Context: an optimization exercise on an open-source flow, tuned for small area, a short achievable clock period and few clock cycles. The choices shown serve that exercise and are no tape-out recipe.
Only simulation tests tie the RTL to the original design; equivalence was not proved.

Setup of build 28:
## pjon_cipher
module pjon_cipher (
    input  wire         clk,
    input  wire         rst,         
    input  wire [127:0] key,         
    input  wire         cmd_valid,
    input  wire         cmd_op,      
    input  wire         cmd_ivf,
    input  wire         cmd_side,    
    input  wire [7:0]   cmd_len,
    input  wire [31:0]  cmd_now,
    input  wire         buf_we,
    input  wire [6:0]   buf_addr,
    input  wire [7:0]   buf_wdata,
    output wire [7:0]   buf_rdata,
    output wire         busy,
    output reg          done,
    output reg          err,
    output reg  [7:0]   result
);
    localparam [1:0] S_IDLE  = 2'd0,
                     S_CRYPT = 2'd1,    
                     S_SRCH  = 2'd2,    
                     S_SCAN  = 2'd3;    
    reg [7:0]   mem [0:127];
    reg [383:0] sb;                     
    reg [95:0]  key_r;                  
    reg [1:0]   state;
    reg         op_r, ivf_r, side_r;
    reg [7:0]   n_r;
    reg [7:0]   x;                      
    reg         fetch;                  
    reg         pre_ph;                 
    reg [7:0]   cnt;                    
    reg         pv;                     
    reg [7:0]   c0, cand;               
    reg [7:0]   seen;
    reg [7:0]   plo, phi, pend_c;       
    reg [5:0]   ka, kj;                 
    reg         ks_run, ks_done;
    assign busy = (state != S_IDLE);
  ...
clock: 17.0 ns
lec_check: 0
abc_area: 1
cap_margin: 30
core_margin: 2
core_utilization: 45
cts_cluster_diameter: 80
cts_cluster_size: 20
slew_margin: 30
standard.sh (not shown) runs the stock make flow with config.mk's settings and CLKGATE_MAP_FILE= SYNTH_SCRIPT=/design/flow/synth_recipe.tcl, a recipe that flattens the netlist after the stock synthesis.
==> flow/flow/run.sh <==
#!/bin/bash
# Standard layout (the standard.sh: standard synthesis, floorplan, place,
# CTS, route, finish) with these changes:
# - a larger setup margin (7 ns) for ORFS's timing repair, so that the resizer
#   keeps improving the critical paths below the clock period;
# - no gate cloning (its clones can overload a driver after routing);
# - every port still gets a buffer, but a small one (buf_1) to start from;
#   timing repair upsizes those on critical paths.
set -euo pipefail
bash standard.sh SETUP_SLACK_MARGIN=7 SKIP_GATE_CLONING=1 \
    'BUFFER_PORTS_ARGS=-buffer_cell sky130_fd_sc_hd__buf_1' finish > standard_flow.log 2>&1
Testbench counts of build 28, summed over its fixed seeds: cycles 57,669.
## Diff of input files: build 63 against build 28
- removing CTS_CLUSTER_DIAMETER (formerly 80)
- removing CTS_CLUSTER_SIZE (formerly 20)
==> flow/flow/run.sh <==
#!/bin/bash
# Standard layout (the standard.sh: standard synthesis, floorplan, place,
# CTS, route, finish), with a larger setup margin (6 ns) for ORFS's timing repair so
# that the resizer keeps improving the critical paths below the clock period,
# and without gate cloning (its clones can overload a driver after routing).
set -euo pipefail
bash standard.sh SETUP_SLACK_MARGIN=6 SKIP_GATE_CLONING=1 finish > standard_flow.log 2>&1
==> comparison <==
Going from build 28 to build 63, achievable frequency shrank by about 7%; via count went down about 1.3%.
On build 63: share of the clock period used by the worst path is 4.5 points higher than what build 28 gave.
For build 55, these inputs were changed with respect to build 63:
- setting SETUP_SLACK_MARGIN to 5 for the first time
- changing CORE_UTILIZATION from 45 to 50
==> flow/run.sh (new file) <==
#!/bin/bash
# synth_recipe.tcl (not shown) runs the flow's synth.tcl, then flattens the netlist and writes it again
# the make line also repeats each setting of config.mk as NAME=value (left out here)
make -C /OpenROAD-flow-scripts/flow DESIGN_CONFIG=/design/flow/config.mk WORK_HOME=/design/flow/orfs CLKGATE_MAP_FILE= SYNTH_SCRIPT=/design/flow/synth_recipe.tcl finish
removed: flow/flow/run.sh
removed: flow/standard.sh
==> run summary <==
- Build 55 gives less routed wire length than build 63 did.
- In the flow results for build 63 and build 55, the sequential share of cell area is larger on build 55.
- The via count in build 55 sits 1.4% below the value recorded for build 63.
- Placement-stage cell area | build 55 below build 63
- Relative to build 63, the die area measured on build 55 has decreased by a little under 10%.
- Compared with build 63, met3 layer wire length in the routed design in build 55 decreased by more than 10%.
Input-level comparison between build 13 and build 55:
- an added CTS_CLUSTER_DIAMETER of 90
- an added CTS_CLUSTER_SIZE of 25
- a deleted SETUP_SLACK_MARGIN that had been 5
==> flow/flow/run.sh (new file) <==
#!/bin/bash
# Standard layout (the standard.sh: standard synthesis, floorplan, place,
# CTS, route, finish) with these changes:
# - a larger setup margin (7 ns) for ORFS's timing repair, so that the resizer
#   keeps improving the critical paths below the clock period;
# - no gate cloning (its clones can overload a driver after routing);
# - every port still gets a buffer, but a small one (buf_1) to start from;
#   timing repair upsizes those on critical paths.
set -euo pipefail
bash standard.sh SETUP_SLACK_MARGIN=7 SKIP_GATE_CLONING=1 \
    'BUFFER_PORTS_ARGS=-buffer_cell sky130_fd_sc_hd__buf_1' finish > standard_flow.log 2>&1
==> flow/standard.sh (new file) <==
#!/bin/bash
# synth_recipe.tcl (not shown) runs the flow's synth.tcl, then flattens the netlist and writes it again
# the make line also repeats each setting of config.mk as NAME=value (left out here)
make -C /OpenROAD-flow-scripts/flow DESIGN_CONFIG=/design/flow/config.mk WORK_HOME=/design/flow/orfs CLKGATE_MAP_FILE= SYNTH_SCRIPT=/design/flow/synth_recipe.tcl "${@:-finish}"
removed: flow/run.sh
## What came out
Build 13 vs. build 55: number of cells in the finished layout apart from fillers level.
From build 13 to build 55, synthesized net count did not move at all.
Sum of buffers and inverters on the critical path came out lower on build 13 than on build 55.
Build 55 → build 13: final-layout clock buffer total went down 50%, global router's overall resource usage went up 1.6 points, summed area of non-filler cells in the final layout went down 1.0%, clock-cell share of area went down 3.0 points.
Taking build 55 as the reference, in build 13 post-route worst setup slack has increased, final wirelength has increased.

========
## job 8199
Another version of the RTL of pjon_cipher (not shown whole).
Size: ~1700 flip-flops, about 210 I/O pins, roughly 0.079 sq mm of cells after synthesis.
Settings: LEC_CHECK=0, ABC_AREA=1, CAP_MARGIN=30, CORE_MARGIN=2, CORE_UTILIZATION=60, SLEW_MARGIN=30; clock period 17.0 ns.
==> flow/flow/run.sh <==
#!/bin/bash
# Standard layout (the standard.sh: standard synthesis, floorplan, place,
# CTS, route, finish), with a larger setup margin for ORFS's timing repair so
# that the resizer keeps improving the critical paths below the clock period,
# and without gate cloning (its clones can overload a driver after routing).
set -euo pipefail
bash standard.sh SETUP_SLACK_MARGIN=8 SKIP_GATE_CLONING=1 finish > standard_flow.log 2>&1
Job 8199 was carried through to the last stage, and its layout satisfied the timing, DRC and antenna checks.
Testbench counts of job 8199, summed over its fixed seeds: cycles 57,669.
diff inputs: job 8199 => job 918
diff --git a/flow/config.mk b/flow/config.mk
--- a/flow/config.mk
+++ b/flow/config.mk
@@ -10,3 +10,3 @@
 export CORE_MARGIN = 2
-export CORE_UTILIZATION = 60
+export CORE_UTILIZATION = 50
 export SLEW_MARGIN = 30
Notes after the runs:
- Job 918 vs job 8199, slowest cell on the critical path: sky130_fd_sc_hd__a22oi_2 vs sky130_fd_sc_hd__nand4_1
- Higher first-iteration DRC count among job 8199 and job 918: job 8199
- Between job 8199 and job 918, the flow reports placed cell area increasing slightly.
- Relative to job 8199, clock tree buffer count of the final layout increased by about 5% in job 918.
- Going from job 8199 to job 918, shortest period the worst path allows decreased by 30 ps relative to the old numbers; actual transition at the worst max-transition pin decreased by 140 ps relative to the old numbers.
- Fraction of met3 tracks used by global routing, job 8199 and job 918: higher on job 8199
- Comparing setup slack of the critical path after layout for job 8199 and job 918, the smaller number came from job 8199.
- Diff job 918..job 8199 | synthesized cell count | unchanged
- Re via count of the routed design: job 918 is about 2.6% down on job 8199.
Edits applied to the flow inputs when going from job 918 to job 7233:
diff --git a/flow/flow/run.sh b/flow/flow/run.sh
--- a/flow/flow/run.sh
+++ b/flow/flow/run.sh
@@ -6,2 +6,2 @@
 set -euo pipefail
-bash standard.sh SETUP_SLACK_MARGIN=8 SKIP_GATE_CLONING=1 finish > standard_flow.log 2>&1
+bash standard.sh SETUP_SLACK_MARGIN=7 SKIP_GATE_CLONING=1 finish > standard_flow.log 2>&1
==> run summary <==
Between job 918 and job 7233, the flow reports number of buffers outside the clock class in the layout decreasing by a little under 10%. Gate count of the mapped netlist came out exactly the same in job 918 and job 7233. Measured against each other, job 918 and job 7233 differ in wire length, the lower figure coming from job 7233.
diff inputs: job 7233 => job 895
diff --git a/flow/flow/run.sh b/flow/flow/run.sh
--- a/flow/flow/run.sh
+++ b/flow/flow/run.sh
@@ -6,2 +6,2 @@
 set -euo pipefail
-bash standard.sh SETUP_SLACK_MARGIN=7 SKIP_GATE_CLONING=1 finish > standard_flow.log 2>&1
+bash standard.sh SETUP_SLACK_MARGIN=8 SKIP_GATE_CLONING=1 finish > standard_flow.log 2>&1
diff --git a/flow/config.mk b/flow/config.mk
--- a/flow/config.mk
+++ b/flow/config.mk
@@ -8,5 +8,5 @@
 export ABC_AREA = 1
-export CAP_MARGIN = 30
+export CAP_MARGIN = 20
 export CORE_MARGIN = 2
 export CORE_UTILIZATION = 50
-export SLEW_MARGIN = 30
+export SLEW_MARGIN = 20
==> comparison <==
- Against job 7233, job 895 reports a wire length per cell that is higher.
- Looking at cell with the biggest individual delay on the critical path, the sky130_fd_sc_hd__nand4_1 result is from job 7233; the sky130_fd_sc_hd__a22oi_2 one comes from job 895.
- Comparing job 7233 and job 895, the lower global-route usage is on job 7233.
- Looking at first-pass GRT wire length, job 895 sits about 1.7% higher than job 7233 does.
- Job 895 and job 7233 ended up with roughly the same detailed-placement wirelength estimate.
- Area of placed instances essentially unchanged between job 895 and job 7233.
- Relative to job 7233, via count of the routed design has gone up in job 895.
- Cmp job 895 vs job 7233: sequential share of layout area lower in job 895

## afterwards: timing with drivers on the ports
The flow's constraints put no driver on any port. The routed layouts listed below were extracted and timed again, unchanged, in two steps.
Step 1 assumes that a clkbuf_16 drives the clock port and a buf_2 every other input.
Step 2 also shifts input and output timing later by t, the mid clock arrival at the registers, as if the neighbouring blocks saw the same clock.
a / b / c = no drivers / after step 1 / after step 2; a / b = the first two.
| run | t, ns | slack for setup (ns) | latest minus earliest clock arrival (ns) |
|---|---|---|---|
| build 28 | 0.843 | 6.840 / 6.705 / 6.705 | 0.094 / 0.095 |
| build 63 | 0.899 | 6.084 / 5.996 / 5.996 | 0.077 / 0.077 |
| build 55 | 0.900 | 5.291 / 5.268 / 5.268 | 0.062 / 0.062 |
| build 13 | 0.826 | 6.913 / 6.854 / 6.854 | 0.070 / 0.070 |
| job 8199 | 0.903 | 6.875 / 6.837 / 6.837 | 0.114 / 0.114 |
| job 918 | 0.896 | 6.905 / 6.865 / 6.865 | 0.063 / 0.064 |
| job 7233 | 0.893 | 6.754 / 6.721 / 6.721 | 0.058 / 0.058 |
| job 895 | 0.903 | 6.895 / 6.856 / 6.856 | 0.071 / 0.071 |
After both steps setup and hold are still met in every run listed. The setup slack of build 28, which loses most, moves by -0.135 ns with the drivers and by -0.135 ns with both steps.
